Context: an optimization exercise on an open-source flow, tuned for small area, a short achievable clock period and few clock cycles per item. The choices shown serve that exercise and are no tape-out recipe.
Where RTL was checked, it was by simulation tests only, not by an equivalence proof against the original.
No activity file was given, so power comes from the tool's default toggle rates.

==> flow/design.v (excerpt) <==
module bias_relu (
    input  wire        clk,
    input  wire        rst,         
    input  wire        in_valid,
    output wire        in_ready,
    input  wire [31:0] in_a,        
    input  wire [31:0] in_b,        
    input  wire        in_add,      
    input  wire        in_relu,     
    output wire        out_valid,
    input  wire        out_ready,
    output wire [31:0] out_data
);
Size: about 1,800 cells after synthesis, about 180 flip-flops, roughly 14,000 sq um of cells after synthesis.
clock: 24.0 ns
lec_check: 0
abc_area: 1
cap_margin: 20
core_margin: 2
core_utilization: 40
gpl_timing_driven: 1
slew_margin: 20
standard.sh (not shown) runs the stock make flow with config.mk's settings and CLKGATE_MAP_FILE= SYNTH_SCRIPT=/design/flow/synth_recipe.tcl, a recipe that flattens the netlist after the stock synthesis.
==> flow/flow/run.sh <==
#!/bin/bash
# Standard synthesis, then the standard layout steps with:
#  - repair_timing aiming for a setup margin of 18.2 ns on the design's clock,
#  - resizing not limited to the same cell footprint,
#  - port buffers of the smallest plain buffer (repair upsizes the critical ones).
set -e
bash standard.sh synth > synth.log 2>&1
bash standard.sh SETUP_SLACK_MARGIN=18.2 MATCH_CELL_FOOTPRINT=0 \
    "BUFFER_PORTS_ARGS=-buffer_cell sky130_fd_sc_hd__buf_1" finish > layout.log 2>&1
The baseline went through all stages and came out clean.
Testbench counts at the start, summed over its fixed seeds: cycles 16,024, items 16,000.
Then changed:
--- a/flow/flow/run.sh
+++ b/flow/flow/run.sh
@@ -3 +3 @@
-#  - repair_timing aiming for a setup margin of 18.2 ns on the design's clock,
+#  - repair_timing aiming for a setup margin of 18.0 ns on the design's clock,
@@ -8 +8 @@
-bash standard.sh SETUP_SLACK_MARGIN=18.2 MATCH_CELL_FOOTPRINT=0 \
+bash standard.sh SETUP_SLACK_MARGIN=18.0 MATCH_CELL_FOOTPRINT=0 \
GPL_TIMING_DRIVEN = not set   (was 1)
After rerunning:
- The changed run completed without violations
- utilization goes down by 0.45 points
- via count goes down by 0.84%
- clock-buffer cell count goes down by 1
Then changed:
==> flow/flow/run.sh (replaced) <==
#!/bin/bash
# Standard synthesis, then the standard layout steps with repair_timing
# aiming for a setup margin of 18.3 ns on the design's clock. MATCH_CELL_FOOTPRINT=0
set -e
bash standard.sh synth > synth.log 2>&1
bash standard.sh SETUP_SLACK_MARGIN=18.3 MATCH_CELL_FOOTPRINT=0 finish > layout.log 2>&1
Sequential power hardly moves.
Cell area rises by a few percent.
Global-route usage rises by 0.63 points.
Then changed:
==> flow/flow/run.sh (replaced) <==
#!/bin/bash
# Standard synthesis, then the standard layout steps with:
#  - repair_timing aiming for a setup margin of 18.2 ns on the design's clock,
#  - resizing not limited to the same cell footprint,
#  - port buffers of the smallest plain buffer (repair upsizes the critical ones).
set -e
bash standard.sh synth > synth.log 2>&1
bash standard.sh SETUP_SLACK_MARGIN=18.2 MATCH_CELL_FOOTPRINT=0 \
    "BUFFER_PORTS_ARGS=-buffer_cell sky130_fd_sc_hd__buf_1" finish > layout.log 2>&1
CAP_MARGIN = 10   (was 20)
SLEW_MARGIN = 10   (was 20)
Register-to-register slack loses 180 ps; via count goes down by about 1.5%; die area does not change; power is lower by 0.88%; global-route usage fell by 0.57 points; flip-flop and latch count stays the same; worst setup slack gets better by 19 ps.
Then changed:
==> flow/flow/run.sh (replaced) <==
#!/bin/bash
# Standard synthesis, then the standard layout steps with repair_timing
# aiming for a setup margin of 18.2 ns on the design's clock. MATCH_CELL_FOOTPRINT=0
set -e
bash standard.sh synth > synth.log 2>&1
bash standard.sh SETUP_SLACK_MARGIN=18.2 MATCH_CELL_FOOTPRINT=0 finish > layout.log 2>&1
CAP_MARGIN = 20   (was 10)
CORE_UTILIZATION = 52   (was 40)
SLEW_MARGIN = 20   (was 10)
Result:
- The new run finished with timing, DRC and antenna clean
- worst setup slack loses 20 ps
- area after synthesis is unchanged
- maximum frequency drops by 0.35%
- synthesized cell count does not change
- total power is higher by 4.7%
- global-route usage went up by 6.4 points
- register-to-register slack got worse by 90 ps
- cell area is higher by 4.1%

---

Another version of the RTL of bias_relu (not shown whole).
For scale: roughly 180 flip-flops, ~100 I/O pins, about 14,000 sq um of cells after synthesis.
Settings: LEC_CHECK=0, ABC_AREA=1, CAP_MARGIN=20, CORE_MARGIN=2, CORE_UTILIZATION=40, SLEW_MARGIN=20; clock period 24.0 ns.
==> flow/flow/run.sh <==
#!/bin/bash
# Standard synthesis, then the standard layout steps with repair_timing
# aiming for a setup margin of 18 ns on the design's clock. SETUP_MOVE_SEQUENCE=unbuffer,sizeup,swap,clone,split
set -e
bash standard.sh synth > synth.log 2>&1
bash standard.sh SETUP_SLACK_MARGIN=18 SETUP_MOVE_SEQUENCE=unbuffer,sizeup,swap,clone,split finish > layout.log 2>&1
Then changed:
==> flow/flow/run.sh (replaced) <==
#!/bin/bash
# Standard synthesis, then the standard layout steps with repair_timing
# aiming for a setup margin of 17 ns on the design's clock. 
set -e
bash standard.sh synth > synth.log 2>&1
bash standard.sh SETUP_SLACK_MARGIN=17  finish > layout.log 2>&1
Setup slack gets worse by 0.26 ns.
Power shrinks by roughly a tenth.
Global-route usage falls by 2.6 points.
No run of this note included a check of the RTL's function; only the layout flow was run.

---

bias_relu with an RTL version that a note above also has.
For scale: roughly 180 flip-flops, roughly 14000 µm² of cells after synthesis.
clock: 24.0 ns
lec_check: 0
abc_area: 1
cap_margin: 20
core_margin: 2
core_utilization: 40
cts_buf_list: sky130_fd_sc_hd__clkbuf_8
slew_margin: 20
==> flow/flow/run.sh <==
#!/bin/bash
# Standard synthesis, then the standard layout steps with:
#  - repair_timing aiming for a setup margin of 18.2 ns on the design's clock,
#  - resizing not limited to the same cell footprint,
#  - port buffers of the smallest plain buffer (repair upsizes the critical ones).
set -e
bash standard.sh synth > synth.log 2>&1
bash standard.sh SETUP_SLACK_MARGIN=18.2 MATCH_CELL_FOOTPRINT=0 \
    "BUFFER_PORTS_ARGS=-buffer_cell sky130_fd_sc_hd__buf_1" finish > layout.log 2>&1
Testbench counts at the start, summed over its fixed seeds: cycles 16,024, items 16,000.
Then changed:
--- a/flow/flow/run.sh
+++ b/flow/flow/run.sh
@@ -3 +3 @@
-#  - repair_timing aiming for a setup margin of 18.2 ns on the design's clock,
+#  - repair_timing aiming for a setup margin of 17.8 ns on the design's clock,
@@ -8 +8 @@
-bash standard.sh SETUP_SLACK_MARGIN=18.2 MATCH_CELL_FOOTPRINT=0 \
+bash standard.sh SETUP_SLACK_MARGIN=17.8 MATCH_CELL_FOOTPRINT=0 \
CTS_BUF_LIST = unset   (was sky130_fd_sc_hd__clkbuf_8)
After rerunning: Clock skew fell by 0.0067 ns. Combinational power fell by 6.0%. Power rose by 3.4%. Non-clock buffer count fell by 30. Count of clock-buffer cells in the layout is unchanged. Worst setup slack gets better by 0.028 ns. Synthesized cell count stays the same. Final area fell by 1.6%. Hold slack gets worse by 0.0081 ns.
Then changed:
--- a/flow/flow/run.sh
+++ b/flow/flow/run.sh
@@ -3 +3 @@
-#  - repair_timing aiming for a setup margin of 17.8 ns on the design's clock,
+#  - repair_timing aiming for a setup margin of 18.2 ns on the design's clock,
@@ -8 +8 @@
-bash standard.sh SETUP_SLACK_MARGIN=17.8 MATCH_CELL_FOOTPRINT=0 \
+bash standard.sh SETUP_SLACK_MARGIN=18.2 MATCH_CELL_FOOTPRINT=0 \
=> The changed run produced a clean layout. Power went up by 1.2%. Wire length increases by 4.3%. Worst setup slack gains 0.024 ns. Sequential power stays flat. Cell area climbs by 2.0%. Non-clock buffer count climbs by 18. Synthesized cell count stays the same. Global-route usage went up by 0.34 points. Die area stays the same. Sequential share of layout area drops by 0.58 points.
Then changed:
CTS_CLUSTER_DIAMETER = 80   (was unset)
CTS_CLUSTER_SIZE = 30   (was unset)
Effect:
- The new run finished with timing, DRC and antenna clean
- sequential power hardly moves
- global-route usage does not change
- setup slack is unchanged
- non-clock buffer count is unchanged
- final area does not change
- core utilization stays the same
- routed wire length stays the same
- sequential cell count stays the same
- first-iteration DRC count is unchanged
- power is unchanged
- synthesized cell count stays the same

---

Setup of lane 1:
bias_relu again, from the RTL that the note above started with.
## bias_relu
module bias_relu (
    input  wire        clk,
    input  wire        rst,         
    input  wire        in_valid,
    output wire        in_ready,
    input  wire [31:0] in_a,        
    input  wire [31:0] in_b,        
    input  wire        in_add,      
    input  wire        in_relu,     
    output wire        out_valid,
    input  wire        out_ready,
    output wire [31:0] out_data
);
Settings: LEC_CHECK=0, ABC_AREA=1, CAP_MARGIN=20, CORE_MARGIN=2, CORE_UTILIZATION=40, CTS_CLUSTER_DIAMETER=150, CTS_CLUSTER_SIZE=60, SLEW_MARGIN=20; clock period 24.0 ns.
==> flow/flow/run.sh <==
#!/bin/bash
# Standard synthesis, then the standard layout steps with:
#  - repair_timing aiming for a setup margin of 18.2 ns on the design's clock,
#  - resizing not limited to the same cell footprint,
#  - port buffers of the smallest plain buffer (repair upsizes the critical ones).
set -e
bash standard.sh synth > synth.log 2>&1
bash standard.sh SETUP_SLACK_MARGIN=18.2 MATCH_CELL_FOOTPRINT=0 \
    "BUFFER_PORTS_ARGS=-buffer_cell sky130_fd_sc_hd__buf_1" finish > layout.log 2>&1
Testbench counts of lane 1, summed over its fixed seeds: cycles 16,024, items 16,000.
Setup changes, lane 1 to lane 2
- CTS_CLUSTER_SIZE: 60 -> unset
- CTS_CLUSTER_DIAMETER: 150 -> unset
- ABC_AREA: 1 -> 0
Results
The count of filler cells inserted in the layout in lane 2 was lower than what lane 1 gave.
Cmp lane 1 and lane 2 / signed area change from the synthesized netlist to the final layout / lower: lane 1
Lane 2 vs lane 1: worst-case reg-to-reg path depth down in lane 2
Lane 2 against lane 1: multi-input combinational cell area went up; portion of netlist area occupied by mux cells grew by 9.6 points; aggregate routed wire length saw an increase; post-route standard cell area excluding fillers up 0.0019 mm².
When lane 2 is measured against lane 1, its pin slew with the least headroom to its limit turns out 0.15 ns lower.
What lane 3 does differently from lane 2 at the input level:
- an added PLACE_DENSITY of 0.75
- a change of ABC_AREA from 0 to 1
Findings:
Termination of the worst setup path = s27[24]$_DFFE_PN_: lane 2; termination of the worst setup path = out_data[23]: lane 3. Cmp lane 3 and lane 2 / setup slack / higher: lane 3. The standard cells in lane 3 occupy less silicon area than those in lane 2 do. For lane 2, the cell at the slowest stage of the critical path was a221o_2, unlike lane 3, where it was edfxtp_1. Across both runs, proportion of synthesized chip area in sequential cells was higher for lane 3 than for lane 2. Vias: lane 3 above lane 2. Post-CTS clock slew at the launch and capture registers of the worst setup and hold paths: lane 2 vs lane 3 — no meaningful difference. NOTE: area share of buffers outside the clock network in lane 3 falls short of that of lane 2.
Edits applied to the flow inputs when going from lane 3 to lane 4:
- PLACE_DENSITY changed from 0.75 to 0.45
### Flow results
Having completed the whole flow, lane 4 delivered a layout that passed the timing, design-rule and antenna checks.
Compared with lane 3, in lane 4 relative slew slack went down, share of the clock period used by the worst path after layout did not really move, clock transition at the registers of the reported paths did not really move.
Diff lane 3 and lane 4: combinational power higher in lane 4
Summary: worst hold slack, lane 4 worse than lane 3
Lane 4: sequential share of layout area is 0.38 points lower than what lane 3 reported.
Lane 4 ends up with a met3 wire length that is 31% lower than in lane 3.
[diff] clock period minus final worst setup slack, lane 4 relative to lane 3: improvement
The launching element of the worst setup path comes out h[8]$_DFFE_PP_ in one run and h[23]$_DFFE_PP_ in the other, namely in lane 4 and lane 3 respectively.
Going from lane 3 to lane 4, the fmax was found to have gone up by about 0.32%.

---

Another version of the RTL of bias_relu (not shown whole).
Size: ~1,900 cells after synthesis, about 100 I/O pins, ~14,000 sq um of cells after synthesis.
export LEC_CHECK = 0
export ABC_AREA = 1
export CAP_MARGIN = 20
export CORE_MARGIN = 2
export CORE_UTILIZATION = 40
export SLEW_MARGIN = 20
create_clock -name core_clock -period 24.0 [get_ports {clk}]
==> flow/flow/run.sh <==
#!/bin/bash
# Standard synthesis, then the standard layout steps with repair_timing
# aiming for a setup margin of 18 ns on the design's clock. 
set -e
bash standard.sh synth > synth.log 2>&1
bash standard.sh SETUP_SLACK_MARGIN=18  finish > layout.log 2>&1
Next try:
==> flow/flow/run.sh (replaced) <==
#!/bin/bash
# Standard synthesis, then the standard layout steps with repair_timing
# aiming for a setup margin of 17 ns on the design's clock. 
set -e
bash standard.sh synth > synth.log 2>&1
bash standard.sh SETUP_SLACK_MARGIN=17  finish > layout.log 2>&1
The changed run finished with timing, DRC and antenna clean.
Non-clock buffer count came out lower by 50.
Design area came out lower by 5.8%.
Clock power barely changes.
Wire length came out lower by 5.9%.
Setup slack degrades by 0.45 ns.
Die area stays the same.
First-iteration DRC count came out lower by 5.6%.
Sequential share of layout area came out higher by 1.7 points.
No run of this note included a check of the RTL's function; only the layout flow was run.

-- what the ideal ports hide --
In the flow no input, the clock included, has a driving cell. The finished layouts below were timed again as built, in two steps. Step 1 assumes that a clkbuf_16 drives the clock port and a buf_2 every other input. Step 2 adds t to the input delays and takes it off the output delays; t is the mean of the earliest and latest rising clock arrival at the registers after step 1. Input paths then give back, and output paths get back, about the clock's delay inside the block. Slacks: ideal ports / drivers / drivers and shift; pairs: ideal ports / drivers.
| run | t, ns | slack for setup (ns) | clock arrival spread, ns |
|---|---|---|---|
| the first run of note 1 | 0.504 | 18.225 / 18.172 / 18.093 | 0.021 / 0.021 |
| the second run of note 1 | 0.502 | 18.203 / 18.153 / 18.246 | 0.017 / 0.018 |
| the third run of note 1 | 0.499 | 18.205 / 18.151 / 17.903 | 0.012 / 0.012 |
| the fourth run of note 1 | 0.504 | 18.225 / 18.172 / 18.093 | 0.021 / 0.021 |
| the fifth run of note 1 | 0.490 | 18.204 / 18.153 / 17.911 | 0.024 / 0.024 |
| the first run of note 2 | 0.515 | 17.829 / 17.829 / 17.829 | 0.017 / 0.016 |
| the second run of note 2 | 0.506 | 17.574 / 17.574 / 17.574 | 0.013 / 0.013 |
| the first run of note 3 | 0.538 | 18.173 / 18.125 / 18.093 | 0.023 / 0.023 |
| the second run of note 3 | 0.506 | 18.201 / 18.148 / 18.215 | 0.017 / 0.017 |
| the third run of note 3 | 0.504 | 18.225 / 18.172 / 18.093 | 0.021 / 0.021 |
| the fourth run of note 3 | 0.504 | 18.225 / 18.172 / 18.093 | 0.021 / 0.021 |
| lane 1 | 0.504 | 18.225 / 18.172 / 18.093 | 0.021 / 0.021 |
| lane 2 | 0.510 | 17.614 / 17.614 / 17.614 | 0.013 / 0.013 |
| lane 3 | 0.505 | 18.202 / 18.151 / 18.081 | 0.016 / 0.016 |
| lane 4 | 0.499 | 18.220 / 18.167 / 18.074 | 0.011 / 0.012 |
| the first run of note 5 | 0.508 | 18.056 / 18.004 / 17.772 | 0.020 / 0.020 |
| the second run of note 5 | 0.504 | 17.609 / 17.609 / 17.609 | 0.018 / 0.018 |
After both steps every run listed still meets setup and hold. For the third run of note 1, which loses most, drivers alone change the setup slack by -0.054 ns; drivers and shift together by -0.302 ns.
